Source: an optimization exercise on an open RTL-to-GDS flow (aim: small area). Production flows keep margins and buffers that such runs may drop.
In this exercise RTL edits were held to simulation tests only and were not proved equivalent to the original.
Power is estimated from default activity; no workload was simulated.

### flow/run.sh
#!/bin/bash
# Layout flow: the standard flow (standard.sh) with these changes:
# - synthesis: ORFS's final ABC mapping runs from flow/abc_area.script (a
#   delay-bounded, area-recovering mapping) instead of the speed script, and
#   adders are left to ABC instead of being mapped to full/half-adder cells.
#   Registers are mapped before ABC, so they match the standard synthesis.
# - every port still gets its own buffer, but a sky130_fd_sc_hd__buf_1;
# - clock tree: small clock buffers and no dummy loads.
set -euo pipefail
W=$(pwd)
export BUFFER_PORTS_ARGS="-buffer_cell sky130_fd_sc_hd__buf_1"
export CTS_ARGS="-sink_clustering_enable -repair_clock_nets -dont_use_dummy_load -buf_list {sky130_fd_sc_hd__clkbuf_4}"
bash standard.sh SYNTH_SCRIPT="$W/flow/synth_area.tcl" ADDER_MAP_FILE= > "$W/standard.log" 2>&1
### flow/abc_area.script
strash
dch
map -D 6000
strash
dch
map -D 6000
topo
### flow/synth_area.tcl
# The standard flow's synthesis (synth_recipe.tcl, one folder up) with the final ABC
# mapping run from an area-oriented script instead of ORFS's speed script.
# Registers are mapped before ABC runs, so they are the same as the standard flow's.
set here [file dirname [file normalize [info script]]]
set ::area_abc_script [file join $here abc_area.script]
proc abc {args} {
  set i [lsearch -exact $args -script]
  if { $i >= 0 } {
    lset args [expr { $i + 1 }] $::area_abc_script
  }
  puts "area abc: $args"
  yosys abc {*}$args
}
source [file join [file dirname $here] synth_recipe.tcl]
### standard.sh
#!/bin/bash
# synth_recipe.tcl (not shown) runs the flow's synth.tcl, then flattens the netlist and writes it again
# the make line also repeats each setting of config.mk as NAME=value (left out here)
make -C /OpenROAD-flow-scripts/flow DESIGN_CONFIG=/design/flow/config.mk WORK_HOME=/design/flow/orfs CLKGATE_MAP_FILE= SYNTH_SCRIPT=/design/flow/synth_recipe.tcl "${@:-finish}"
### config.mk
export PLATFORM = sky130hd
export DESIGN_NAME = icsp_core
export DESIGN_NICKNAME = icsp_core
export VERILOG_FILES = /design/flow/design.v
export SDC_FILE = /design/flow/constraint.sdc
export NUM_CORES = 4
export LEC_CHECK = 0
export CAP_MARGIN = 20
export CORE_MARGIN = 2
export CORE_UTILIZATION = 57
export SLEW_MARGIN = 20
### constraint.sdc
create_clock -name core_clock -period 10.0 [get_ports {clk}]
set_input_delay 2.0000 -clock core_clock [delete_from_list [all_inputs] [get_ports {clk}]]
set_output_delay 2.0000 -clock core_clock [all_outputs]
set_load 0.01 [all_outputs]
### design.v
module icsp_phy (
    input  wire        clk,
    input  wire        rst,
    input  wire        start,
    input  wire [2:0]  op,         
    input  wire        int_op,     
    input  wire        sel,        
    input  wire        ld,         
    input  wire [21:0] ld_val,
    output reg         done,       
    output wire [15:0] frame,      
    input  wire        dat_i,
    output wire [1:0]  rst_lvl,
    output reg         pwr,
    output reg         dat_o,
    output reg         dat_oe,
    output reg         clk_o,
    output reg         clk_oe
);
    localparam [2:0] OP_ENTER  = 3'd0,
                     OP_EXIT   = 3'd1,
                     OP_CMD    = 3'd2,
                     OP_SIMPLE = 3'd3,
                     OP_WRITE  = 3'd4,
                     OP_READ   = 3'd5;
    localparam [2:0] P_IDLE  = 3'd0,
                     P_PM    = 3'd1,    
                     P_BIT   = 3'd2,    
                     P_INTER = 3'd3,    
                     P_RDPRE = 3'd4,    
                     P_RDEND = 3'd5;    
    reg [2:0]  pst;
    reg [4:0]  cnt;
    reg [3:0]  bcnt;
    reg [21:0] sh;
    reg        vpp;
    reg        in_data;     
    reg        rx;          
    reg        inter_last;  
    assign rst_lvl = {vpp, 1'b0};
    assign frame   = sh[15:0];
    wire last_bit = (rx || in_data) ? (bcnt == 4'd15) : (bcnt == 4'd5);
    always @(posedge clk) begin
        if (ld)
            sh <= ld_val;
        else if (pst == P_IDLE && start && int_op)
            sh <= {(sel && op == OP_WRITE) ? 16'h7FFE : 16'h0000, 3'b000,
                   op == OP_SIMPLE || op == OP_READ, op == OP_SIMPLE,
                   op == OP_READ && sel};
        else if (pst == P_BIT && cnt == 5'd3 && rx)
            sh[15:0] <= {dat_i, sh[15:1]};
        else if (pst == P_BIT && cnt == 5'd6 && !rx)
            sh <= sh >> 1;
    end
    always @(posedge clk) begin
        done <= 1'b0;
        if (rst) begin
            pst        <= P_IDLE;
            cnt        <= 5'd0;
            bcnt       <= 4'd0;
            in_data    <= 1'b0;
            rx         <= 1'b0;
            inter_last <= 1'b0;
            vpp        <= 1'b0;
            pwr        <= 1'b0;
            dat_o      <= 1'b0;
            dat_oe     <= 1'b0;
            clk_o      <= 1'b0;
            clk_oe     <= 1'b0;
        end else begin
            case (pst)
            P_IDLE: begin
                cnt     <= 5'd0;
                bcnt    <= 4'd0;
                in_data <= 1'b0;
                rx      <= 1'b0;
                if (start)
                    pst <= (op == OP_ENTER || op == OP_EXIT) ? P_PM : P_BIT;
            end
            P_PM: begin
                cnt <= cnt + 5'd1;
                case (cnt)
                5'd0: vpp   <= 1'b0;
                5'd1: pwr   <= 1'b0;
                5'd2: dat_o <= 1'b0;
                5'd3: clk_o <= 1'b0;
                default: ;
                endcase
                if (op == OP_ENTER) begin
                    case (cnt)
                    5'd8:  dat_oe <= 1'b1;
                    5'd9:  clk_oe <= 1'b1;
                    5'd10: vpp    <= 1'b1;
                    5'd16: pwr    <= 1'b1;
                    5'd22: begin done <= 1'b1; pst <= P_IDLE; end
                    default: ;
                    endcase
                end else begin
                    case (cnt)
                    5'd4: dat_oe <= 1'b0;
                    5'd5: begin clk_oe <= 1'b0; done <= 1'b1; pst <= P_IDLE; end
                    default: ;
                    endcase
                end
            end
            P_BIT: begin
                cnt <= cnt + 5'd1;
                case (cnt)
                5'd0: clk_o <= 1'b1;
                5'd1: if (!rx) dat_o <= sh[0];
                5'd4: clk_o <= 1'b0;
                5'd6: begin
                    cnt  <= 5'd0;
                    bcnt <= last_bit ? 4'd0 : bcnt + 4'd1;
                    if (last_bit) begin
                        if (rx) begin
                            pst <= P_RDEND;
                        end else if (in_data) begin
                            inter_last <= 1'b1;
                            pst        <= P_INTER;
                        end else begin
                            case (op)
                            OP_CMD: begin
                                done <= 1'b1;
                                pst  <= P_IDLE;
                            end
                            OP_SIMPLE: begin
                                inter_last <= 1'b1;
                                pst        <= P_INTER;
                            end
                            OP_WRITE: begin
                                inter_last <= 1'b0;
                                pst        <= P_INTER;
                            end
                            default: pst <= P_RDPRE;
                            endcase
                        end
                    end
                end
                default: ;
                endcase
            end
            P_INTER: begin
                cnt <= cnt + 5'd1;
                if (cnt == 5'd2) begin
                    cnt <= 5'd0;
                    if (inter_last) begin
                        done <= 1'b1;
                        pst  <= P_IDLE;
                    end else begin
                        if (op == OP_READ) rx <= 1'b1;
                        else                 in_data <= 1'b1;
                        pst <= P_BIT;
                    end
                end
            end
            P_RDPRE: begin
                cnt <= cnt + 5'd1;
                if (cnt == 5'd0)
                    dat_o <= 1'b0;
                else begin
                    dat_oe     <= 1'b0;
                    inter_last <= 1'b0;
                    cnt        <= 5'd0;
                    pst        <= P_INTER;
                end
            end
            P_RDEND: begin
                dat_oe     <= 1'b1;
                inter_last <= 1'b1;
                pst        <= P_INTER;
            end
            default: pst <= P_IDLE;
            endcase
        end
    end
endmodule
module icsp_core (
    input  wire        clk,
    input  wire        rst,
    input  wire        host_we,
    input  wire [3:0]  host_addr,
    input  wire [31:0] host_wdata,
    output reg  [31:0] host_rdata,
    output wire        busy,
    output wire [1:0]  rst_lvl,
    output wire        pwr,
    output wire        dat_o,
    output wire        dat_oe,
    input  wire        dat_i,
    output wire        clk_o,
    output wire        clk_oe,
    output reg         act,
    output reg  [15:0] reg_idx,
    input  wire        reg_end,
    input  wire [15:0] reg_id,
    input  wire [31:0] reg_prog_size,
    input  wire [31:0] reg_cfg_start,
    input  wire [31:0] reg_cfg_size,
    input  wire [31:0] reg_data_start,
    input  wire [31:0] reg_data_size,
    input  wire [31:0] reg_rsv_words,
    input  wire [15:0] reg_cfg_save,
    input  wire [7:0]  reg_prog_ftype,
    input  wire [7:0]  reg_data_ftype,
    output reg         resp_valid,
    input  wire        resp_ready,
    output wire [31:0] resp_data,
    output wire        resp_last,
    output wire        resp_done
);
    localparam [31:0] DEF_PROG_END   = 32'h0000_07FF;
    localparam [31:0] DEF_CFG_START  = 32'h0000_2000;
    localparam [31:0] DEF_CFG_END    = 32'h0000_2007;
    localparam [31:0] DEF_DATA_START = 32'h0000_2100;
    localparam [31:0] DEF_DATA_END   = 32'h0000_217F;
    localparam [31:0] DEF_RSV_START  = 32'h0000_0800;
    localparam [1:0] M_OFF = 2'd0, M_PROG = 2'd1, M_CFG = 2'd2;
    localparam [2:0] CST_OK = 3'd1, CST_ILLEGAL = 3'd2, CST_IDENT = 3'd3, CST_NOTDET = 3'd4;
    localparam [1:0] DET_IDENT = 2'd1, DET_NOTPRES = 2'd2, DET_UNID = 2'd3;
    localparam [2:0] OP_ENTER = 3'd0, OP_EXIT = 3'd1, OP_CMD = 3'd2,
                     OP_SIMPLE = 3'd3, OP_WRITE = 3'd4, OP_READ = 3'd5;
    localparam [5:0]
        S_IDLE       = 6'd0,
        S_DECODE     = 6'd1,
        S_END        = 6'd2,
        S_RAW_W      = 6'd3,
        S_PM_W       = 6'd4,
        S_ER_ENTER   = 6'd5,
        S_ER_EXIT_W  = 6'd6,
        S_ER_ENTER_W = 6'd7,
        S_ER_LOAD    = 6'd8,
        S_ER_LOAD_W  = 6'd9,
        S_SP_START   = 6'd10,
        S_SP_EXIT_W  = 6'd11,
        S_SP_ENTER   = 6'd12,
        S_SP_ENTER_W = 6'd13,
        S_SP_LOAD    = 6'd14,
        S_SP_LOAD_W  = 6'd15,
        S_SP_ADV     = 6'd16,
        S_SP_INC_W   = 6'd17,
        S_SP_READ_W  = 6'd18,
        S_RW_DONE    = 6'd19,
        S_RR_CHECK   = 6'd20,
        S_RR_BEAT    = 6'd21,
        S_RR_ACT     = 6'd22,
        S_RR_DONE    = 6'd23,
        S_DT_EXIT_W  = 6'd24,
        S_DT_CFG     = 6'd25,
        S_DT_STORE   = 6'd26,
        S_DT_EVAL    = 6'd27,
        S_DT_SCAN    = 6'd28,
        S_DT_SCAN_ST = 6'd29,
        S_DT_NP_W    = 6'd30,
        S_LK         = 6'd31,
        S_DT_FIN     = 6'd32,
        S_DT_FIN_W   = 6'd33;
    reg [1:0]  mode;
    reg [31:0] pc;
    reg [31:0] arg0, arg1;
    reg [15:0] result;
    reg [2:0]  cst;
    reg [1:0]  det;
    reg        dev_valid;       
    reg [31:0] map_prog_end, map_cfg_start, map_cfg_end;    
    reg [31:0] map_data_start, map_data_end, map_rsv_start;
    reg [15:0] map_cfg_save;
    reg [7:0]  map_prog_ftype, map_data_ftype;
    reg [5:0]  state;
    reg [3:0]  op;              
    reg        rsvd_nz;         
    reg        sp_load;         
    reg        scan;            
    reg [31:0] rr_addr;
    wire       w_nz  = rr_addr[10];
    wire       amb   = rr_addr[9];
    wire [8:0] devid = rr_addr[8:0];
    reg [7:0]  rr_n;            
    wire [4:0] k = rr_n[4:0];
    reg        phy_start;
    reg [2:0]  phy_op;
    wire       phy_done;
    wire [15:0] phy_frame;
    reg        phy_int;         
    reg        phy_sel;         
    icsp_phy u_phy (
        .clk     (clk),
        .rst     (rst),
        .start   (phy_start),
        .op      (phy_op),
        .int_op  (phy_int),
        .sel     (phy_sel),
        .ld      (state == S_IDLE && host_we && host_addr == 4'h0),
        .ld_val  ({host_wdata[31:16], host_wdata[9:4]}),
        .done    (phy_done),
        .frame   (phy_frame),
        .dat_i   (dat_i),
        .rst_lvl (rst_lvl),
        .pwr     (pwr),
        .dat_o   (dat_o),
        .dat_oe  (dat_oe),
        .clk_o   (clk_o),
        .clk_oe  (clk_oe)
    );
    assign busy = (state != S_IDLE);
    wire is_rw = (op == 4'h9);
    wire is_dt = (op == 4'hA);
    wire is_rr = (op == 4'hB);
    function [32:0] sub32;
        input [31:0] a;
        input [31:0] b;
        input        bi;
        integer i;
        reg br;
        begin
            br = bi;
            for (i = 0; i < 32; i = i + 1) begin
                sub32[i] = a[i] ^ b[i] ^ br;
                br = (~a[i] & b[i]) | (~(a[i] ^ b[i]) & br);
            end
            sub32[32] = br;
        end
    endfunction
    function lt32;
        input [31:0] a;
        input [31:0] b;
        integer i;
        reg br;
        begin
            br = 1'b0;
            for (i = 0; i < 32; i = i + 1)
                br = (a[i] != b[i]) ? b[i] : br;
            lt32 = br;
        end
    endfunction
    function [31:0] inc32;
        input [31:0] a;
        integer i;
        reg c;
        begin
            c = 1'b1;
            for (i = 0; i < 32; i = i + 1) begin
                inc32[i] = a[i] ^ c;
                c = a[i] & c;
            end
        end
    endfunction
    wire [31:0] cls_addr = rr_addr;
    wire        sub_bi   = is_dt && (k[2:0] != 3'd5);
    wire        sub_bz   = is_dt && (k[2:0] == 3'd1 || k[2:0] == 3'd3 || k[2:0] == 3'd4);
    wire [32:0] d_sub = sub32(cls_addr, map_data_start & {32{!sub_bz}}, sub_bi);
    wire [32:0] c_sub = sub32(cls_addr, map_cfg_start, sub_bi);
    wire [31:0] d_off = d_sub[31:0];
    wire [31:0] c_off = c_sub[31:0];
    wire in_data = !d_sub[32] && !lt32(map_data_end, cls_addr);
    wire in_cfg  = !c_sub[32] && !lt32(map_cfg_end, cls_addr);
    wire [2:0] cfg_off = {k[2], k[2] | k[1], k[0]};    
    reg  dom_data, dom_cfg;
    wire dom_sample = (state == S_DECODE) || (state == S_RR_CHECK) ||
                      (state == S_DT_CFG) || (state == S_DT_SCAN);
    always @(posedge clk)
        if (dom_sample) begin
            dom_data <= !is_dt && in_data;
            dom_cfg  <= is_dt ? !scan : (!in_data && in_cfg);
        end
    reg [31:0] sp_off;
    always @(*) begin
        if (is_dt)
            sp_off = scan ? {27'd0, k} : {29'd0, cfg_off};
        else if (dom_data)
            sp_off = d_off;
        else if (dom_cfg)
            sp_off = c_off;
        else
            sp_off = cls_addr;
    end
    wire pc_lt_off = lt32(pc, sp_off);
    wire off_lt_pc = !pc_lt_off && (pc != sp_off);
    wire [15:0] rd_val = {2'b00, phy_frame[14:9] & {6{!dom_data}}, phy_frame[8:1]};
    wire rr_at_end = (rr_addr == arg1);
    assign resp_done = (state == S_RR_DONE);
    assign resp_data = {16'd0, rd_val & {16{!resp_done}}};
    assign resp_last = !resp_done && ((rr_n == 8'hFF) || rr_at_end);
    wire reg_match = (reg_id[13:5] == devid);
    always @(*) begin
        case (host_addr)
        4'h0: host_rdata = 32'd0;
        4'h1: host_rdata = arg0;
        4'h2: host_rdata = arg1;
        4'h3: host_rdata = {23'd0, act, mode, det, cst, busy};
        4'h4: host_rdata = {16'd0, result};
        4'h5: host_rdata = pc;
        4'h6: host_rdata = {dev_valid, 15'd0, reg_idx & {16{dev_valid}}};
        4'h7: host_rdata = map_prog_end;
        4'h8: host_rdata = map_cfg_start;
        4'h9: host_rdata = map_cfg_end;
        4'hA: host_rdata = map_data_start;
        4'hB: host_rdata = map_data_end;
        4'hC: host_rdata = map_rsv_start;
        4'hD: host_rdata = map_prog_end;
        4'hE: host_rdata = {16'd0, map_cfg_save};
        default: host_rdata = {16'd0, map_data_ftype, map_prog_ftype};
        endcase
    end
    task set_default_map;
        begin
            map_prog_end   <= DEF_PROG_END;
            map_cfg_start  <= DEF_CFG_START;
            map_cfg_end    <= DEF_CFG_END;
            map_data_start <= DEF_DATA_START;
            map_data_end   <= DEF_DATA_END;
            map_rsv_start  <= DEF_RSV_START;
            map_cfg_save   <= 16'd0;
            map_prog_ftype <= 8'd0;
            map_data_ftype <= 8'd0;
        end
    endtask
    task phy_go;
        input [2:0]  o;
        input        sl;
        begin
            phy_start <= 1'b1;
            phy_op    <= o;
            phy_int   <= 1'b1;
            phy_sel   <= sl;
        end
    endtask
    task phy_raw;
        input [2:0]  o;
        begin
            phy_start <= 1'b1;
            phy_op    <= o;
            phy_int   <= 1'b0;
        end
    endtask
    task lk_step;
        begin
            case (k[2:0])
            3'd0: begin      
                rr_addr        <= c_sub[31:0];
                map_cfg_start  <= reg_cfg_start;
            end
            3'd1: begin
                map_cfg_end    <= d_sub[31:0];
                rr_addr        <= reg_data_size;
            end
            3'd2: begin      
                rr_addr        <= d_sub[31:0];
                map_data_start <= reg_rsv_words;
            end
            3'd3: begin
                map_data_end   <= d_sub[31:0];
                rr_addr        <= reg_prog_size;
            end
            3'd4: map_prog_end <= d_sub[31:0];
            3'd5: begin
                map_rsv_start  <= d_sub[31:0];
                map_data_start <= reg_data_start;
            end
            default: ;
            endcase
            if (k[2:0] != 3'd6)
                rr_n <= rr_n + 8'd1;
        end
    endtask
    wire [5:0] ret_state = is_rw ? S_RW_DONE :
                           is_rr ? S_RR_BEAT :
                           is_dt ? (scan ? S_DT_SCAN_ST : S_DT_STORE) : S_END;
    wire sp_read = is_rw | is_rr | is_dt;
    always @(posedge clk) begin
        phy_start <= 1'b0;
        if (rst) begin
            state      <= S_IDLE;
            mode       <= M_OFF;
            pc         <= 32'd0;
            arg0       <= 32'd0;
            arg1       <= 32'd0;
            result     <= 16'd0;
            cst        <= 3'd0;
            det        <= 2'd0;
            dev_valid  <= 1'b0;
            act        <= 1'b0;
            reg_idx    <= 16'd0;
            resp_valid <= 1'b0;
            op         <= 4'd0;
            phy_op     <= OP_ENTER;
            set_default_map;
        end else begin
            case (state)
            S_IDLE: begin
                if (host_we) begin
                    case (host_addr)
                    4'h0: begin
                        rr_addr    <= arg0;
                        op         <= host_wdata[3:0];
                        rsvd_nz    <= (host_wdata[15:10] != 6'd0);
                        state      <= S_DECODE;
                    end
                    4'h1: arg0 <= host_wdata;
                    4'h2: arg1 <= host_wdata;
                    default: ;
                    endcase
                end
            end
            S_DECODE: begin
                cst <= CST_OK;
                if (rsvd_nz) begin
                    cst   <= CST_ILLEGAL;
                    state <= S_END;
                end else begin
                    case (op)
                    4'h1, 4'h2, 4'h3, 4'h4: begin
                        if (mode == M_OFF) begin
                            cst   <= CST_ILLEGAL;
                            state <= S_END;
                        end else begin
                            case (op)
                            4'h1:    phy_raw(OP_CMD);
                            4'h2:    phy_raw(OP_SIMPLE);
                            4'h3:    phy_raw(OP_WRITE);
                            default: phy_raw(OP_READ);
                            endcase
                            state <= S_RAW_W;
                        end
                    end
                    4'h5: begin
                        if (mode == M_OFF) begin
                            phy_raw(OP_ENTER);
                            state <= S_PM_W;
                        end else
                            state <= S_END;
                    end
                    4'h6: begin
                        if (mode != M_OFF) begin
                            phy_raw(OP_EXIT);
                            state <= S_PM_W;
                        end else
                            state <= S_END;
                    end
                    4'h7, 4'h9: state <= S_SP_START;
                    4'h8: begin
                        if (mode != M_OFF) begin
                            phy_raw(OP_EXIT);
                            state <= S_ER_EXIT_W;
                        end else
                            state <= S_ER_ENTER;
                    end
                    4'hA: begin
                        rr_n <= 8'd0;
                        scan <= 1'b0;
                        if (mode != M_OFF) begin
                            phy_raw(OP_EXIT);
                            state <= S_DT_EXIT_W;
                        end else
                            state <= S_DT_CFG;
                    end
                    4'hB: begin
                        rr_n    <= 8'd0;
                        state   <= S_RR_CHECK;
                    end
                    default: begin
                        cst   <= CST_ILLEGAL;
                        state <= S_END;
                    end
                    endcase
                end
            end
            S_END: state <= S_IDLE;
            S_RAW_W: begin
                if (phy_done) begin
                    if (op == 4'h4)
                        result <= phy_frame;
                    state <= S_END;
                end
            end
            S_PM_W: begin
                if (phy_done) begin
                    mode  <= (op == 4'h5) ? M_PROG : M_OFF;
                    pc    <= 32'd0;
                    state <= S_END;
                end
            end
            S_ER_EXIT_W: begin
                if (phy_done) begin
                    mode  <= M_OFF;
                    pc    <= 32'd0;
                    state <= S_ER_ENTER;
                end
            end
            S_ER_ENTER: begin
                phy_raw(OP_ENTER);
                state <= S_ER_ENTER_W;
            end
            S_ER_ENTER_W: begin
                if (phy_done) begin
                    mode  <= M_PROG;
                    pc    <= 32'd0;
                    state <= S_ER_LOAD;
                end
            end
            S_ER_LOAD: begin
                phy_go(OP_WRITE, 1'b1);
                state <= S_ER_LOAD_W;
            end
            S_ER_LOAD_W: begin
                if (phy_done) begin
                    mode  <= M_CFG;
                    state <= S_END;
                end
            end
            S_SP_START: begin
                if (dom_cfg) begin
                    if (mode == M_OFF) begin
                        sp_load <= 1'b1;
                        state   <= S_SP_ENTER;
                    end else if (mode == M_PROG) begin
                        state <= S_SP_LOAD;
                    end else if (off_lt_pc) begin
                        sp_load <= 1'b1;
                        phy_raw(OP_EXIT);
                        state <= S_SP_EXIT_W;
                    end else
                        state <= S_SP_ADV;
                end else begin
                    sp_load <= 1'b0;
                    if (mode == M_OFF)
                        state <= S_SP_ENTER;
                    else if (mode != M_PROG || off_lt_pc) begin
                        phy_raw(OP_EXIT);
                        state <= S_SP_EXIT_W;
                    end else
                        state <= S_SP_ADV;
                end
            end
            S_SP_EXIT_W: begin
                if (phy_done) begin
                    mode  <= M_OFF;
                    pc    <= 32'd0;
                    state <= S_SP_ENTER;
                end
            end
            S_SP_ENTER: begin
                phy_raw(OP_ENTER);
                state <= S_SP_ENTER_W;
            end
            S_SP_ENTER_W: begin
                if (phy_done) begin
                    mode  <= M_PROG;
                    pc    <= 32'd0;
                    state <= sp_load ? S_SP_LOAD : S_SP_ADV;
                end
            end
            S_SP_LOAD: begin
                phy_go(OP_WRITE, 1'b0);
                state <= S_SP_LOAD_W;
            end
            S_SP_LOAD_W: begin
                if (phy_done) begin
                    mode  <= M_CFG;
                    pc    <= 32'd0;
                    state <= S_SP_ADV;
                end
            end
            S_SP_ADV: begin
                if (pc_lt_off) begin
                    phy_go(OP_SIMPLE, 1'b0);
                    state <= S_SP_INC_W;
                end else if (sp_read) begin
                    phy_go(OP_READ, dom_data);
                    state <= S_SP_READ_W;
                end else
                    state <= ret_state;
            end
            S_SP_INC_W: begin
                if (phy_done) begin
                    pc    <= inc32(pc);
                    state <= S_SP_ADV;
                end
            end
            S_SP_READ_W: begin
                if (phy_done)
                    state <= ret_state;
            end
            S_RW_DONE: begin
                result <= rd_val;
                state  <= S_END;
            end
            S_RR_CHECK: begin
                if (lt32(arg1, rr_addr))
                    state <= S_RR_DONE;
                else
                    state <= S_SP_START;
            end
            S_RR_BEAT: begin
                if (!resp_valid) begin
                    resp_valid <= 1'b1;
                end else if (resp_ready) begin
                    resp_valid <= 1'b0;
                    rr_n       <= rr_n + 8'd1;
                    state      <= S_RR_ACT;
                end
            end
            S_RR_ACT: begin
                if (rr_n[4:0] == 5'd0)
                    act <= ~act;
                if (rr_at_end)
                    state <= S_RR_DONE;
                else begin
                    rr_addr <= inc32(rr_addr);
                    state   <= S_RR_CHECK;
                end
            end
            S_RR_DONE: begin
                if (!resp_valid) begin
                    resp_valid <= 1'b1;
                end else if (resp_ready) begin
                    resp_valid <= 1'b0;
                    state      <= S_END;
                end
            end
            S_DT_EXIT_W: begin
                if (phy_done) begin
                    mode  <= M_OFF;
                    pc    <= 32'd0;
                    state <= S_DT_CFG;
                end
            end
            S_DT_CFG: state <= S_SP_START;
            S_DT_STORE: begin
                if (k == 5'd4) begin
                    rr_addr[9]   <= (rd_val == 16'h0000) || (rd_val == 16'h3FFF);
                    rr_addr[8:0] <= (rd_val == 16'h3FFF) ? 9'd0 : rd_val[13:5];
                end else
                    rr_addr[10] <= ((k != 5'd0) && w_nz) || (rd_val != 16'd0);
                if (k == 5'd5)
                    state <= S_DT_EVAL;
                else begin
                    rr_n  <= rr_n + 8'd1;
                    state <= S_DT_CFG;
                end
            end
            S_DT_EVAL: begin
                reg_idx <= 16'd0;
                if (amb && !w_nz) begin
                    rr_n  <= 8'd0;
                    scan  <= 1'b1;
                    state <= S_DT_SCAN;
                end else
                    state <= S_LK;
            end
            S_DT_SCAN: state <= S_SP_START;
            S_DT_SCAN_ST: begin
                if (rd_val != 16'd0)
                    state <= S_LK;
                else if (k == 5'd15) begin
                    phy_raw(OP_EXIT);
                    state <= S_DT_NP_W;
                end else begin
                    rr_n  <= rr_n + 8'd1;
                    state <= S_DT_SCAN;
                end
            end
            S_DT_NP_W: begin
                if (phy_done) begin
                    mode      <= M_OFF;
                    pc        <= 32'd0;
                    set_default_map;
                    dev_valid <= 1'b0;
                    det       <= DET_NOTPRES;
                    cst       <= CST_NOTDET;
                    state     <= S_END;
                end
            end
            S_LK: begin
                if (reg_end) begin
                    set_default_map;
                    dev_valid <= 1'b0;
                    det       <= DET_UNID;
                    cst       <= CST_NOTDET;
                    state     <= S_DT_FIN;
                end else if (reg_match) begin
                    map_cfg_start  <= ~reg_cfg_start;
                    map_data_start <= ~reg_data_start;
                    rr_addr        <= reg_cfg_size;
                    rr_n           <= 8'd0;
                    map_cfg_save   <= reg_cfg_save;
                    map_prog_ftype <= reg_prog_ftype;
                    map_data_ftype <= reg_data_ftype;
                    dev_valid      <= 1'b1;
                    det            <= DET_IDENT;
                    cst            <= CST_IDENT;
                    state          <= S_DT_FIN;
                end else
                    reg_idx <= reg_idx + 16'd1;
            end
            S_DT_FIN: begin
                if (det == DET_IDENT) lk_step;
                if (mode != M_OFF) begin
                    phy_raw(OP_EXIT);
                    state <= S_DT_FIN_W;
                end else
                    state <= S_END;
            end
            S_DT_FIN_W: begin
                if (det == DET_IDENT) lk_step;
                if (phy_done) begin
                    mode  <= M_OFF;
                    pc    <= 32'd0;
                    state <= S_END;
                end
            end
            default: state <= S_IDLE;
            endcase
        end
    end
endmodule
==> results of run 1 <==
## state kept, by name, indices dropped and copies added (netlist names), 16 cells and up
signal          flops
map_data_start     32
rr_addr            32
map_data_end       32
map_cfg_save       16
reg_idx            16
map_cfg_end        32
result             16
u_phy.sh           22
map_cfg_start      32
map_prog_end       32
map_rsv_start      32
pc                 32
arg1               32
arg0               32
## layer usage
| layer | vias to the layer above | share of wire | GRT usage |
|---|---|---|---|
| met3 | 727 | 0.17 | 0.187 |
| met1 | 15816 | 0.36 | 0.658 |
| li1 | 15465 | - | - |
| met4 | 2 | 0.081 | 0.367 |
| met2 | 3041 | 0.39 | 0.716 |
| met5 | - | 0.000083 | 0 |
## cells in the final DEF, fill, tap and decap left out, types with 5 or more instances in the layout
cell | synthesis | layout
a2111oi_0 | 9 | 8
a211oi_1 | 84 | 84
a21o_2 | 5 | 5
a21oi_1 | 377 | 371
a21oi_2 | 0 | 6
a221oi_1 | 80 | 80
a22oi_1 | 158 | 158
a31oi_1 | 12 | 11
buf_1 | 0 | 346
buf_4 | 20 | 88
clkbuf_4 | 0 | 135
clkinv_1 | 502 | 494
conb_1 | 1 | 19
dfxtp_1 | 398 | 398
diode_2 | 0 | 10
edfxtp_1 | 69 | 69
inv_2 | 0 | 6
nand2_1 | 469 | 468
nand3_1 | 101 | 99
nand4_1 | 44 | 44
nor2_1 | 822 | 793
nor2_2 | 0 | 24
nor2_4 | 0 | 5
nor3_1 | 151 | 150
nor4_1 | 23 | 23
o2111ai_1 | 23 | 23
o211ai_1 | 29 | 29
o21ai_0 | 399 | 391
o21ai_1 | 0 | 6
o221ai_1 | 25 | 25
o22ai_1 | 76 | 75
o311ai_0 | 21 | 21
or2_2 | 9 | 9
or3_2 | 5 | 5
xnor2_1 | 18 | 18
xor2_1 | 46 | 46
## cell usage after synthesis, types with 4 or more instances
cell type	instances
o221ai_1	25
a2111oi_0	9
nand3_1	101
dfxtp_1	398
a31oi_1	12
clkinv_1	502
a22oi_1	158
o311ai_0	21
a21oi_1	377
and2_2	4
o2111ai_1	23
a21boi_0	4
nor3b_1	4
a41oi_1	4
nor4_1	23
o211ai_1	29
nor3_1	151
nand4_1	44
buf_4	20
a211oi_1	84
xnor2_1	18
or2_2	9
a221oi_1	80
xor2_1	46
a21o_2	5
o22ai_1	76
o21ai_0	399
nand2_1	469
a32oi_1	4
nor2_1	822
or3_2	5
edfxtp_1	69
## logic make-up after synthesis
group,count (synthesis),synth area share
AOI/OAI and AO/OA,1331,0.297
xor gates and xnor gates,64,0.0203
adders and majority gates,1,0.000363
buffers and inverters,522,0.0739
DFF,467,0.364
other,1,0.000136
and+or+nand+nor,1636,0.244
## power by group
part | switching, uW | internal [uW]
Clock | 796 | 607
Combinational | 2050 | 857
Sequential | 289 | 2220
Total | 3140 | 3690
## worst max-delay path by stage
stage,start,end,slack (ns),cells past startpoint
2_1_floorplan,rr_n[2],phy_int,0.70,60
3_3_place_gp,rr_n[0],phy_int,0.48,60
3_5_place_dp,rr_n[0],phy_int,0.19,59
4_1_cts,rr_n[0],phy_int,0.11,59
5_1_grt,op[1],phy_int,-0.10,61
6_report,rr_n[0],sp_load,0.65,61
## worst max-delay path: cells and delay by family (launching register included)
family                   cells  cell delay [ns]
buffers and inverters        4             0.57
adder cells (fa/ha/maj)      1             0.39
AO/OA/AOI/OAI               31             5.23
AND/OR/NAND/NOR             25             2.41
flip-flops                   1             0.40
## per-stage QoR
stage	TNS, ns	area [um^2]	hold WS [ns]
2_1_floorplan	0	27600	0.419
3_3_place_gp	0	30300	0.430
3_5_place_dp	0	30300	0.432
4_1_cts	0	31300	0.448
5_1_grt	-0.337	31500	0.468
6_report	0	31500	0.451
## what timing repair did
item	4_1_cts	5_1_grt
hold buffers	0	0
gates resized for setup	0	34
setup buffers	0	3
setup endpoints to repair	0	15
## layout make-up
class,instances,area share
multi-input combinational,3051,0.501
clock buffer,134,0.0320
antenna,10,0.000795
inverter,502,0.0601
sequential,467,0.319
timing repair buffer,437,0.0632
tap,615,0.0244
==> run summary, run 1 <==
Path depth of the worst reg2reg path - 61
Design Power - 6820 uW
Synth top area share - 0.289
Die Y - 224 um
Post-synth EDFFs - 69
Via Count - 35051
DRC - 0
Initial antenna violation count - 10
Final setup margin - 0.653 ns
Commonest register cell after synthesis - dfxtp_1
Critical path peak fanout - 4
Post-synth cell types - 47
Max Slew Vio Count - 0
Leakage power - 0.0111 uW
Via density per instance - 6.72
Setup violators final - 0
Mapped Avg Cell Area - 6.85 um^2
Number of port buffers - 347
Hpwl dp - 91000 um
Yosys warning count - 2
Worst Hold Class - reg2reg
Sequential fraction of the synthesis area - 0.364
Hold path depth - 2
First-pass GRT wire length - 192000 um
Nets - 4875
Clock buffer depth - 3
All-Layer GR Usage - 0.515
Period minus WS final - 9.35 ns
Reg-to-Reg End - sp_load
Post-Layout Cell Count - 5216
Total CTS buffers - 134
Final Skew - 0.0938 ns
Die Width - 224 um
Hold Crit Start - map_prog_end[1]
RR Startpoint - rr_n[0]
Critical Path End Type - flop
Flops & latches, synth - 467
Iter 0 DRT Violations - 5531
CTS tree - yes
Clk Latency, worst-skew pair - 1.06 ns
Final GP Congestion - 1.11
Ports - 374
CP max stage cell - edfxtp_1
Max incr delay on CP - 0.40 ns
Largest net degree at the start of global routing - 84
Dpl cells - 5069
CORE AREA - 47700 um^2
Cell Pwr Density - 217 nW/um^2
Initial Util - 0.577
Vias in the first global route - 31206
Crit path launch type - flop
Fmax - 107 MHz
Max rail drop VDD - 0.142 mV
Total grt overflow - 0
Worst Path Required - 10.68 ns
WS Path Type - reg2reg
CTS root buffer - clkbuf_4
Yosys top cell by area - dfxtp_1
CP most frequent cell - nand2_1
Maxcap violations - 0
Post-Syn Area - 27500 um^2
Post-Route WL - 133000 um
Util after Layout - 0.659
Post-DR wirelength/cell - 25.5 um
Cells after Synth - 4022
Final hold viol count - 0
Flip-flop and latch area - 10000 um^2
Drt first pass iters - 9
Top cells by area, synth - dfxtp_1 29%, nor2_1 11%, edfxtp_1 7.5%
Rows - 80
Async set or reset register ratio after synthesis - 0
Place WS - 0.186 ns
Slew HR - 0.179
Status - complete, no violations
CP arrival - 10.02 ns
Reg2Reg Setup Slack - 0.65 ns
Period utilisation layout - 0.935
Remaining antenna violation count - 0
Clock transition at path regs - 0.07 ns
Least-Margin Pin Slew - 1.22 ns
Clock sinks - 467
DIE AREA - 50100 um^2
H-tree levels - 4
Filler cell count - 4672
Share of cells above drive strength 1 - 0.0677
Syn-to-layout area delta - 14.3%
Multi-input gate area - 15800 um^2
Hold endpoint - map_prog_end[1]
==> run 2: changes to the inputs <==
--- a/flow/run.sh
+++ b/flow/run.sh
@@ -9,5 +9,5 @@
 set -euo pipefail
 W=$(pwd)
 export BUFFER_PORTS_ARGS="-buffer_cell sky130_fd_sc_hd__buf_1"
-export CTS_ARGS="-sink_clustering_enable -repair_clock_nets -dont_use_dummy_load -buf_list {sky130_fd_sc_hd__clkbuf_4}"
+export CTS_ARGS="-sink_clustering_enable -repair_clock_nets -dont_use_dummy_load -buf_list {sky130_fd_sc_hd__clkbuf_4 sky130_fd_sc_hd__clkbuf_8}"
 bash standard.sh SYNTH_SCRIPT="$W/flow/synth_area.tcl" ADDER_MAP_FILE= > "$W/standard.log" 2>&1
--- a/config.mk
+++ b/config.mk
@@ -7,5 +7,5 @@
 export LEC_CHECK = 0
 export CAP_MARGIN = 20
 export CORE_MARGIN = 2
-export CORE_UTILIZATION = 57
+export CORE_UTILIZATION = 50
 export SLEW_MARGIN = 20
==> run summary, run 2 <==
Status - complete, no violations
Final Skew - 0.0665 ns (-0.0273 ns)
Post-synth EDFFs - 69 (unchanged)
Number of hold buffers added after cts - 0 (unchanged)
Critical Path End Type - flop
Post-DR wirelength/cell - 26.1 um (+2.5%)
Synth top area share - 0.289 (unchanged)
Remaining antenna violation count - 0 (unchanged)
Clk Latency, worst-skew pair - 0.69 ns (-0.37 ns)
Period utilisation layout - 0.914 (-0.0209)
Largest net degree at the start of global routing - 84 (unchanged)
CP arrival - 9.55 ns (-0.47 ns)
Int Pwr - 3830 uW (+3.8%)
Leakage power - 0.0111 uW (about the same)
Period minus WS final - 9.14 ns (-0.209 ns)
Comb power frac - 0.421 (-0.005)
Iter 0 DRT Violations - 4795 (-13%)
CTS root buffer - clkbuf_8
Switch Pwr - 3130 uW (-0.13%)
Via density per instance - 6.47 (-3.7%)
Clock buffer depth - 3 (unchanged)
Syn-to-layout area delta - 15.3%
Async set or reset register ratio after synthesis - 0 (unchanged)
DRC - 0 (unchanged)
Number of port buffers - 347 (unchanged)
Total grt overflow - 0 (unchanged)
Mapped Avg Cell Area - 6.85 um^2 (unchanged)
Clock sinks - 467 (unchanged)
Drt first pass iters - 6 (-3)
Design Power - 6960 uW (+2.0%)
Initial Util - 0.503 (-0.0740)
Crit path launch type - flop
Post-synth cell types - 47 (unchanged)
Initial antenna violation count - 7 (-3)
Fmax - 109 MHz (+2.3%)
Least-Margin Pin Slew - 1.24 ns (+0.0193 ns)
All-Layer GR Usage - 0.465 (-0.0499)
Cell Pwr Density - 219 nW/um^2 (+1.1%)
Nets - 4828 (-0.96%)
Max incr delay on CP - 0.41 ns (about the same)
Reg power frac - 0.362 (-0.006)
Max rail drop VDD - 0.140 mV (-1.9%)
Post-Route WL - 137000 um (+3.3%)
Vias in the first global route - 30034 (-3.8%)
Worst Hold Class - reg2reg
Commonest register cell after synthesis - dfxtp_1
Final GP Congestion - 1.01 (-8.6%)
Critical path peak fanout - 4 (unchanged)
Maxcap violations - 0 (unchanged)
Hpwl dp - 96000 um (+5.5%)
Rows - 86 (+7.5%)
Die Width - 239 um (+6.6%)
CTS tree - yes
Post-Place Cell Area - 30500 um^2 (+0.55%)
Setup violators final - 0 (unchanged)
Yosys top cell by area - dfxtp_1
Slew HR - 0.166 (-0.0134)
DIE AREA - 57000 um^2 (+14%)
Flops & latches, synth - 467 (unchanged)
Via Count - 34035 (-2.9%)
Total CTS buffers - 84 (-37%)
First-pass GRT wire length - 195000 um (+1.7%)
Switching share of power - 0.450 (-0.00957)
Total negative slack - 0 ns (unchanged)
Worst Path Required - 10.42 ns (-0.26 ns)
RSZ-0062 raised after global routing - false
Most frequent cell after synthesis - nor2_1
Flip-flop and latch area - 10000 um^2 (unchanged)
Final hold viol count - 0 (unchanged)
CP max stage cell - maj3_1
Filler cell count - 5562 (+19%)
Most frequent cells in the layout - 791 x nor2_1, 495 x clkinv_1, 469 x nand2_1
Multi-input gate area - 15800 um^2 (about the same)
Top cells by area, synth - dfxtp_1 29%, nor2_1 11%, edfxtp_1 7.5%
Post-route cell area - 31800 um^2 (+0.89%)
Cells after Synth - 4022 (unchanged)
Clock share of power - 0.218 (+0.012)
H-tree levels - 3 (-1)
Most common cell after layout, fill and taps aside - nor2_1
Clock transition at path regs - 0.06 ns (about the same)
Yosys warning count - 2 (unchanged)
WS Path Type - reg2reg
Post-Syn Area - 27500 um^2 (unchanged)
Ports - 374 (unchanged)
Max Slew Vio Count - 0 (unchanged)
Sequential fraction of the synthesis area - 0.364 (unchanged)
Commonest cells post-synth - 822 x nor2_1, 502 x clkinv_1, 469 x nand2_1
CORE AREA - 54800 um^2 (+15%)
CP most frequent cell - o21ai_0
Die Y - 239 um (+6.6%)
Share of cells above drive strength 1 - 0.0577 (-0.0101)
-- run 2: cell types whose count changed in the layout (fill, tap and decap cells not counted), moves of 2 or more --
cell      previous run  this run
clkbuf_4           135         1
clkbuf_8             0        84
buf_4               88        93
a21oi_1            371       373
a21oi_2              6         4
buf_6                2         0
nor2_1             793       791
nor2_2              24        26
o21ai_0            391       393
o21ai_1              6         4
-- run 2: cell type report --
class                      count  share of cell area
antenna                       10            0.000788
clock buffer                  84              0.0364
inverter                     502              0.0595
multi-input combinational   3051               0.496
sequential                   467               0.316
tap                          704              0.0277
timing repair buffer         440              0.0631
-- run 2: routing by layer --
layer  vias up  global-route usage  part of all wire
li1      15356                   -                 -
met1     15615               0.625              0.38
met2      2519               0.669              0.40
met3       541               0.122              0.15
met4         4               0.274             0.069
met5         -                   0           0.00017
-- run 2: stage by stage --
stage / std cells / hold slack (ns) / utilization / worst slack [ns]
4_1_cts: 5247 / 0.456 / 0.578 / 0.215
3_3_place_gp: 5162 / 0.440 / 0.557 / 0.459
5_1_grt: 5249 / 0.468 / 0.579 / 0.0147
3_5_place_dp: 5163 / 0.446 / 0.557 / 0.282
2_1_floorplan: 4040 / 0.419 / - / 0.703
6_report: 5258 / 0.456 / 0.580 / 0.862
-- run 2: cells by family (layout without fill, tap and decap cells) --
logic type                 after synthesis  count (layout)  synth area share
buffers and inverters                  522            1026            0.0739
and+or+nand+nor                       1636            1636             0.244
xor gates and xnor gates                64              64            0.0203
other                                    1              29          0.000136
adders and majority gates                1               1          0.000363
DFF                                    467             467             0.364
AOI/OAI and AO/OA                     1331            1331             0.297
-- run 2: path summary, 6_finish.rpt --
kind | end | from | slack (ns) | cells after the start
max | phy_int | rr_n[0] | 0.86 | 62
min reg2reg | u_phy.dat_oe | u_phy.dat_oe | 0.46 | 2
min | u_phy.dat_oe | u_phy.dat_oe | 0.46 | 2
max reg2reg | phy_int | rr_n[0] | 0.86 | 62
-- run 2: power groups by stage --
stage | Clock, uW | Combinational, uW | Sequential [uW]
finish | 1520 | 2930 | 2520
floorplan | 0 | 1790 | 2460
global placement | 0 | 2760 | 2530
global route | 1590 | 3120 | 2540
CTS | 1510 | 2790 | 2500
detailed placement | 0 | 2770 | 2530
-- run 2: worst max-delay path: cells and delay by family, from the launching register on --
kind | cells | cell delay [ns]
adders and majority gates | 1 | 0.41
DFF | 1 | 0.40
and+or+nand+nor | 25 | 2.43
AOI/OAI and AO/OA | 29 | 4.83
buffers and inverters | 7 | 0.88
-- run 2: timing repair --
item / CTS / global route
resized for setup: 0 / 30
hold endpoints to repair: 0 / 0
setup buffers: 0 / 1
setup endpoints to repair: 0 / 15
==> run 3: changes to the inputs <==
--- a/design.v
+++ b/design.v
@@ -203,7 +203,7 @@
     input  wire [15:0] reg_cfg_save,
     input  wire [7:0]  reg_prog_ftype,
     input  wire [7:0]  reg_data_ftype,
-    output reg         resp_valid,
+    output wire        resp_valid,
     input  wire        resp_ready,
     output wire [31:0] resp_data,
     output wire        resp_last,
@@ -220,41 +220,38 @@
     localparam [1:0] DET_IDENT = 2'd1, DET_NOTPRES = 2'd2, DET_UNID = 2'd3;
     localparam [2:0] OP_ENTER = 3'd0, OP_EXIT = 3'd1, OP_CMD = 3'd2,
                      OP_SIMPLE = 3'd3, OP_WRITE = 3'd4, OP_READ = 3'd5;
-    localparam [5:0]
-        S_IDLE       = 6'd0,
-        S_DECODE     = 6'd1,
-        S_END        = 6'd2,
-        S_RAW_W      = 6'd3,
-        S_PM_W       = 6'd4,
-        S_ER_ENTER   = 6'd5,
-        S_ER_EXIT_W  = 6'd6,
-        S_ER_ENTER_W = 6'd7,
-        S_ER_LOAD    = 6'd8,
-        S_ER_LOAD_W  = 6'd9,
-        S_SP_START   = 6'd10,
-        S_SP_EXIT_W  = 6'd11,
-        S_SP_ENTER   = 6'd12,
-        S_SP_ENTER_W = 6'd13,
-        S_SP_LOAD    = 6'd14,
-        S_SP_LOAD_W  = 6'd15,
-        S_SP_ADV     = 6'd16,
-        S_SP_INC_W   = 6'd17,
-        S_SP_READ_W  = 6'd18,
-        S_RW_DONE    = 6'd19,
-        S_RR_CHECK   = 6'd20,
-        S_RR_BEAT    = 6'd21,
-        S_RR_ACT     = 6'd22,
-        S_RR_DONE    = 6'd23,
-        S_DT_EXIT_W  = 6'd24,
-        S_DT_CFG     = 6'd25,
-        S_DT_STORE   = 6'd26,
-        S_DT_EVAL    = 6'd27,
-        S_DT_SCAN    = 6'd28,
-        S_DT_SCAN_ST = 6'd29,
-        S_DT_NP_W    = 6'd30,
-        S_LK         = 6'd31,
-        S_DT_FIN     = 6'd32,
-        S_DT_FIN_W   = 6'd33;
+    localparam [4:0]
+        S_IDLE       = 5'd0,
+        S_DECODE     = 5'd1,
+        S_END        = 5'd2,
+        S_RAW_W      = 5'd3,
+        S_PM_W       = 5'd4,
+        S_SP_START   = 5'd5,
+        S_SP_EXIT_W  = 5'd6,
+        S_SP_ENTER   = 5'd7,
+        S_SP_ENTER_W = 5'd8,
+        S_SP_LOAD    = 5'd9,
+        S_SP_LOAD_W  = 5'd10,
+        S_SP_ADV     = 5'd11,
+        S_SP_INC_W   = 5'd12,
+        S_SP_READ_W  = 5'd13,
+        S_RW_DONE    = 5'd14,
+        S_RR_CHECK   = 5'd15,
+        S_RR_BEAT    = 5'd16,
+        S_RR_ACT     = 5'd17,
+        S_RR_DONE    = 5'd18,
+        S_DT_EXIT_W  = 5'd19,
+        S_DT_CFG     = 5'd20,
+        S_DT_STORE   = 5'd21,
+        S_DT_EVAL    = 5'd22,
+        S_DT_SCAN    = 5'd23,
+        S_DT_SCAN_ST = 5'd24,
+        S_DT_NP_W    = 5'd25,
+        S_LK         = 5'd26,
+        S_DT_FIN     = 5'd27,
+        S_DT_FIN_W   = 5'd28,
+        S_RR_BEAT_V  = 5'd29,       
+        S_RR_DONE_V  = 5'd30;       
     reg [1:0]  mode;
     reg [31:0] pc;
     reg [31:0] arg0, arg1;
@@ -266,10 +263,9 @@
     reg [31:0] map_data_start, map_data_end, map_rsv_start;
     reg [15:0] map_cfg_save;
     reg [7:0]  map_prog_ftype, map_data_ftype;
-    reg [5:0]  state;
+    reg [4:0]  state;
     reg [3:0]  op;              
     reg        rsvd_nz;         
-    reg        sp_load;         
     reg        scan;            
     reg [31:0] rr_addr;
     wire       w_nz  = rr_addr[10];
@@ -277,12 +273,12 @@
     wire [8:0] devid = rr_addr[8:0];
     reg [7:0]  rr_n;            
     wire [4:0] k = rr_n[4:0];
-    reg        phy_start;
-    reg [2:0]  phy_op;
+    wire       phy_start;       
+    reg [2:0]  phy_op;          
     wire       phy_done;
     wire [15:0] phy_frame;
-    reg        phy_int;         
-    reg        phy_sel;         
+    wire       phy_int;         
+    wire       phy_sel;         
     icsp_phy u_phy (
         .clk     (clk),
         .rst     (rst),
@@ -303,6 +299,7 @@
         .clk_oe  (clk_oe)
     );
     assign busy = (state != S_IDLE);
+    wire is_er = (op == 4'h8);
     wire is_rw = (op == 4'h9);
     wire is_dt = (op == 4'hA);
     wire is_rr = (op == 4'hB);
@@ -375,10 +372,11 @@
             sp_off = cls_addr;
     end
     wire pc_lt_off = lt32(pc, sp_off);
-    wire off_lt_pc = !pc_lt_off && (pc != sp_off);
+    wire off_lt_pc = lt32(sp_off, pc);
     wire [15:0] rd_val = {2'b00, phy_frame[14:9] & {6{!dom_data}}, phy_frame[8:1]};
     wire rr_at_end = (rr_addr == arg1);
-    assign resp_done = (state == S_RR_DONE);
+    assign resp_valid = (state == S_RR_BEAT_V) || (state == S_RR_DONE_V);
+    assign resp_done  = (state == S_RR_DONE_V);
     assign resp_data = {16'd0, rd_val & {16{!resp_done}}};
     assign resp_last = !resp_done && ((rr_n == 8'hFF) || rr_at_end);
     wire reg_match = (reg_id[13:5] == devid);
@@ -419,20 +417,33 @@
         input [2:0]  o;
         input        sl;
         begin
-            phy_start <= 1'b1;
-            phy_op    <= o;
-            phy_int   <= 1'b1;
-            phy_sel   <= sl;
         end
     endtask
     task phy_raw;
         input [2:0]  o;
         begin
-            phy_start <= 1'b1;
-            phy_op    <= o;
-            phy_int   <= 1'b0;
         end
     endtask
+    always @(*) begin
+        case (state)
+        S_RAW_W:      phy_op = op[2:0] + 3'd1;      
+        S_PM_W:       phy_op = (op == 4'h5) ? OP_ENTER : OP_EXIT;
+        S_SP_ENTER_W: phy_op = OP_ENTER;
+        S_SP_LOAD_W:  phy_op = OP_WRITE;
+        S_SP_INC_W:   phy_op = OP_SIMPLE;
+        S_SP_READ_W:  phy_op = OP_READ;
+        default:      phy_op = OP_EXIT;
+        endcase
+    end
+    assign phy_int = (state == S_SP_LOAD_W) || (state == S_SP_INC_W) || (state == S_SP_READ_W);
+    wire in_wait = (state == S_RAW_W)      || (state == S_PM_W)      ||
+                   (state == S_SP_EXIT_W)  || (state == S_SP_ENTER_W) ||
+                   (state == S_SP_LOAD_W)  || (state == S_SP_INC_W)  ||
+                   (state == S_SP_READ_W)  || (state == S_DT_EXIT_W) ||
+                   (state == S_DT_NP_W)    || (state == S_DT_FIN_W);
+    assign phy_start = in_wait && !phy_done;
+    wire sp_load = is_er || dom_cfg;
+    assign phy_sel = (state == S_SP_LOAD_W) ? is_er : dom_data;
     task lk_step;
         begin
             case (k[2:0])
@@ -463,12 +474,11 @@
                 rr_n <= rr_n + 8'd1;
         end
     endtask
-    wire [5:0] ret_state = is_rw ? S_RW_DONE :
+    wire [4:0] ret_state = is_rw ? S_RW_DONE :
                            is_rr ? S_RR_BEAT :
                            is_dt ? (scan ? S_DT_SCAN_ST : S_DT_STORE) : S_END;
     wire sp_read = is_rw | is_rr | is_dt;
     always @(posedge clk) begin
-        phy_start <= 1'b0;
         if (rst) begin
             state      <= S_IDLE;
             mode       <= M_OFF;
@@ -481,9 +491,7 @@
             dev_valid  <= 1'b0;
             act        <= 1'b0;
             reg_idx    <= 16'd0;
-            resp_valid <= 1'b0;
             op         <= 4'd0;
-            phy_op     <= OP_ENTER;
             set_default_map;
         end else begin
             case (state)
@@ -541,9 +549,9 @@
                     4'h8: begin
                         if (mode != M_OFF) begin
                             phy_raw(OP_EXIT);
-                            state <= S_ER_EXIT_W;
+                            state <= S_SP_EXIT_W;
                         end else
-                            state <= S_ER_ENTER;
+                            state <= S_SP_ENTER;
                     end
                     4'hA: begin
                         rr_n <= 8'd0;
@@ -580,49 +588,18 @@
                     state <= S_END;
                 end
             end
-            S_ER_EXIT_W: begin
-                if (phy_done) begin
-                    mode  <= M_OFF;
-                    pc    <= 32'd0;
-                    state <= S_ER_ENTER;
-                end
-            end
-            S_ER_ENTER: begin
-                phy_raw(OP_ENTER);
-                state <= S_ER_ENTER_W;
-            end
-            S_ER_ENTER_W: begin
-                if (phy_done) begin
-                    mode  <= M_PROG;
-                    pc    <= 32'd0;
-                    state <= S_ER_LOAD;
-                end
-            end
-            S_ER_LOAD: begin
-                phy_go(OP_WRITE, 1'b1);
-                state <= S_ER_LOAD_W;
-            end
-            S_ER_LOAD_W: begin
-                if (phy_done) begin
-                    mode  <= M_CFG;
-                    state <= S_END;
-                end
-            end
             S_SP_START: begin
                 if (dom_cfg) begin
                     if (mode == M_OFF) begin
-                        sp_load <= 1'b1;
                         state   <= S_SP_ENTER;
                     end else if (mode == M_PROG) begin
                         state <= S_SP_LOAD;
                     end else if (off_lt_pc) begin
-                        sp_load <= 1'b1;
                         phy_raw(OP_EXIT);
                         state <= S_SP_EXIT_W;
                     end else
                         state <= S_SP_ADV;
                 end else begin
-                    sp_load <= 1'b0;
                     if (mode == M_OFF)
                         state <= S_SP_ENTER;
                     else if (mode != M_PROG || off_lt_pc) begin
@@ -651,14 +628,14 @@
                 end
             end
             S_SP_LOAD: begin
-                phy_go(OP_WRITE, 1'b0);
+                phy_go(OP_WRITE, is_er);
                 state <= S_SP_LOAD_W;
             end
             S_SP_LOAD_W: begin
                 if (phy_done) begin
                     mode  <= M_CFG;
                     pc    <= 32'd0;
-                    state <= S_SP_ADV;
+                    state <= is_er ? S_END : S_SP_ADV;
                 end
             end
             S_SP_ADV: begin
@@ -691,13 +668,11 @@
                 else
                     state <= S_SP_START;
             end
-            S_RR_BEAT: begin
-                if (!resp_valid) begin
-                    resp_valid <= 1'b1;
-                end else if (resp_ready) begin
-                    resp_valid <= 1'b0;
-                    rr_n       <= rr_n + 8'd1;
-                    state      <= S_RR_ACT;
+            S_RR_BEAT: state <= S_RR_BEAT_V;
+            S_RR_BEAT_V: begin
+                if (resp_ready) begin
+                    rr_n  <= rr_n + 8'd1;
+                    state <= S_RR_ACT;
                 end
             end
             S_RR_ACT: begin
@@ -710,13 +685,10 @@
                     state   <= S_RR_CHECK;
                 end
             end
-            S_RR_DONE: begin
-                if (!resp_valid) begin
-                    resp_valid <= 1'b1;
-                end else if (resp_ready) begin
-                    resp_valid <= 1'b0;
-                    state      <= S_END;
-                end
+            S_RR_DONE: state <= S_RR_DONE_V;
+            S_RR_DONE_V: begin
+                if (resp_ready)
+                    state <= S_END;
             end
             S_DT_EXIT_W: begin
                 if (phy_done) begin
==> run summary, run 3 <==
Slew HR - 0.163 (-0.00343)
Critical path peak fanout - 28 (+24)
Crit path buffers/inverters - 4 (-3)
Crit path launch type - flop
Total negative slack - 0 ns (unchanged)
Initial antenna violation count - 4 (-3)
Maxcap violations - 0 (unchanged)
H-tree levels - 3 (unchanged)
CP max stage cell - buf_4
Vias in the first global route - 29789 (-0.82%)
Worst Hold Class - reg2reg
Hold path depth - 2 (unchanged)
Flops & latches, synth - 458 (-1.9%)
Max Slew Vio Count - 0 (unchanged)
Number of port buffers - 347 (unchanged)
Design Power - 5450 uW (-22%)
CORE AREA - 52800 um^2 (-3.7%)
Clock sinks - 458 (-1.9%)
Commonest cells post-synth - 733 x nor2_1, 492 x nand2_1, 458 x clkinv_1
DRC - 0 (unchanged)
Post-Syn Area - 26700 um^2 (-2.9%)
CTS tree - yes
Clock transition at path regs - 0.05 ns (about the same)
Post-synth cell types - 49 (+4.3%)
Post-Route WL - 132000 um (-3.9%)
Remaining antenna violation count - 0 (unchanged)
Least-Margin Pin Slew - 1.25 ns (+0.0117 ns)
Top cells by area, synth - dfxtp_1 29%, nor2_1 10%, o21ai_0 7.9%
Die Width - 235 um (-1.4%)
Drt first pass iters - 9 (+3)
Async set or reset register ratio after synthesis - 0 (unchanged)
Final Skew - 0.0552 ns (-0.0113 ns)
Cells after Synth - 3867 (-3.9%)
CP arrival - 9.87 ns (+0.32 ns)
Synth top area share - 0.293 (+0.00422)
Status - complete, no violations
Yosys top cell by area - dfxtp_1
CTS root buffer - clkbuf_8
Final setup margin - 0.710 ns (-0.151 ns)
RSZ-0062 raised after global routing - false
Mapped Avg Cell Area - 6.92 um^2 (+0.97%)
Fmax - 108 MHz (-1.6%)
Yosys warning count - 2 (unchanged)
Leakage power - 0.0109 uW (-2.4%)
Most frequent cell after synthesis - nor2_1
Critical Path End Type - flop
Post-Layout Cell Count - 5067 (-3.6%)
Post-synth EDFFs - 66 (-4.3%)
Iter 0 DRT Violations - 4339 (-9.5%)
Most frequent cells in the layout - 710 x nor2_1, 491 x nand2_1, 452 x clkinv_1
Worst path depth - 60 (-3.2%)
Period utilisation layout - 0.929 (+0.0151)
Nets - 4659 (-3.5%)
Setup violators final - 0 (unchanged)
Max incr delay on CP - 0.49 ns (+0.08 ns)
Worst Path Required - 10.58 ns (+0.16 ns)
Dpl cells - 4971 (-3.7%)
CP most frequent cell - nand2_1
WS Path Type - reg2reg
Place WS - 0.609 ns (+0.327 ns)
Via density per instance - 6.46 (-0.26%)
Clock buffer depth - 3 (unchanged)
Final GP Congestion - 1.03 (+1.6%)
Hpwl dp - 90000 um (-6.3%)
Post-route cell area - 30800 um^2 (-2.9%)
Clk Latency, worst-skew pair - 0.70 ns (about the same)
Post-DR wirelength/cell - 26.1 um (-0.31%)
Final hold viol count - 0 (unchanged)
Via Count - 32712 (-3.9%)
Die Y - 235 um (-1.4%)
Ports - 374 (unchanged)
First-pass GRT wire length - 191000 um (-2.1%)
Sequential fraction of the synthesis area - 0.368 (+0.00312)
Largest net degree at the start of global routing - 103 (+23%)
Initial Util - 0.507 (+0.00388)
Syn-to-layout area delta - 15.3% (about the same)
Rows - 84 (-2.3%)
Crit-path leading delay family - simple AND/OR/NAND/NOR gates
Total CTS buffers - 84 (unchanged)
All-Layer GR Usage - 0.460 (-0.00563)
Share of cells above drive strength 1 - 0.0569 (-0.000744)
Most common cell after layout, fill and taps aside - nor2_1
Path depth of the worst reg2reg path - 60 (-3.2%)
Post-Place Cell Area - 29500 um^2 (-3.2%)
Number of hold buffers added after cts - 0 (unchanged)
Period minus WS final - 9.29 ns (+0.151 ns)
Commonest register cell after synthesis - dfxtp_1
DIE AREA - 55300 um^2 (-2.9%)
Cell Pwr Density - 177 nW/um^2 (-19%)
Total grt overflow - 0 (unchanged)
Max rail drop VDD - 0.113 mV (-19%)
## run 3: final timing paths
check,to,slack [ns],start
setup / recovery,state[2],0.71,op[1]
setup reg to reg,state[2],0.71,op[1]
hold / removal,map_prog_end[1],0.45,map_prog_end[1]
hold reg to reg,map_prog_end[1],0.45,map_prog_end[1]
## run 3: logic make-up (layout without fill, tap and decap cells)
kind of cell / count (synthesis) / after routing / share of synthesized area
AO/OA/AOI/OAI: 1354 / 1354 / 0.309
XOR/XNOR: 77 / 77 / 0.0252
adder cells (fa/ha/maj): 1 / 1 / 0.000374
buffers and inverters: 478 / 968 / 0.0699
flip-flops: 458 / 458 / 0.368
other: 1 / 23 / 0.000140
AND/OR/NAND/NOR: 1498 / 1498 / 0.227
## run 3: area by class of cell
class | count | area [um^2]
inverters | 458 | 1730
fillers | 5320 | 21900
diodes | 4 | 10.0
repair buffers | 426 | 1940
multi-input cells | 2949 | 15300
well taps | 688 | 861
flip-flops and latches | 458 | 9830
clock buffers | 84 | 1160
## run 3: power by group
group / leakage (uW) / internal (uW) / switching [uW] / total, uW
Combinational: 0.00648 / 514 / 1240 / 1760
Clock: 0.000604 / 737 / 767 / 1500
Sequential: 0.00378 / 2030 / 163 / 2190
Total: 0.0109 / 3280 / 2170 / 5450
## run 3: repair_timing
action                     in CTS  in global routing
setup endpoints to repair       0                  8
setup buffers                   0                  7
resized for setup               0                 19
## run 3: tightest hold or removal path, cell delays in order, from the launching register on
cell	delay, ns
dfxtp_1	0.31
nand2_1	0.06
nand2_1	0.04
## run 3: layer usage
layer	track usage	part of all wire	vias to the layer above
met2	0.682	0.41	2367
met1	0.594	0.38	15020
met5	0	0.000068	-
li1	-	-	14809
met4	0.290	0.072	2
met3	0.121	0.13	514
## run 3: stage by stage
stage,hold slack [ns],utilization
6_report,0.454,0.584
3_3_place_gp,0.434,0.559
5_1_grt,0.479,0.584
4_1_cts,0.451,0.582
3_5_place_dp,0.439,0.560
2_1_floorplan,0.419,-

==> re-timing with driven ports <==
In the flow no input, the clock included, has a driving cell. The finished layouts below were timed again as built, in two steps. Step 1 assumes that a clkbuf_16 drives the clock port and a buf_2 every other input. Step 2 adds t to the input delays and takes it off the output delays; t is the mean of the earliest and latest rising clock arrival at the registers after step 1. Input paths then give back, and output paths get back, about the clock's delay inside the block. Three values: no drivers, after step 1, after step 2; two values: the first two.
run | shift t [ns] | slack for setup (ns) | worst hold slack (ns) | worst data-port slew with drivers (ns) | pins driven straight from the clock port
run 1 | 1.076 | 0.653 / 0.653 / 0.653 | 0.451 / 0.451 / 0.451 | 0.10 | 1
run 2 | 0.722 | 0.862 / 0.862 / 0.862 | 0.456 / 0.456 / 0.456 | 0.13 | 1
run 3 | 0.739 | 0.710 / 0.710 / 0.710 | 0.454 / 0.454 / 0.454 | 0.12 | 1
After both steps every run listed still meets setup and hold.
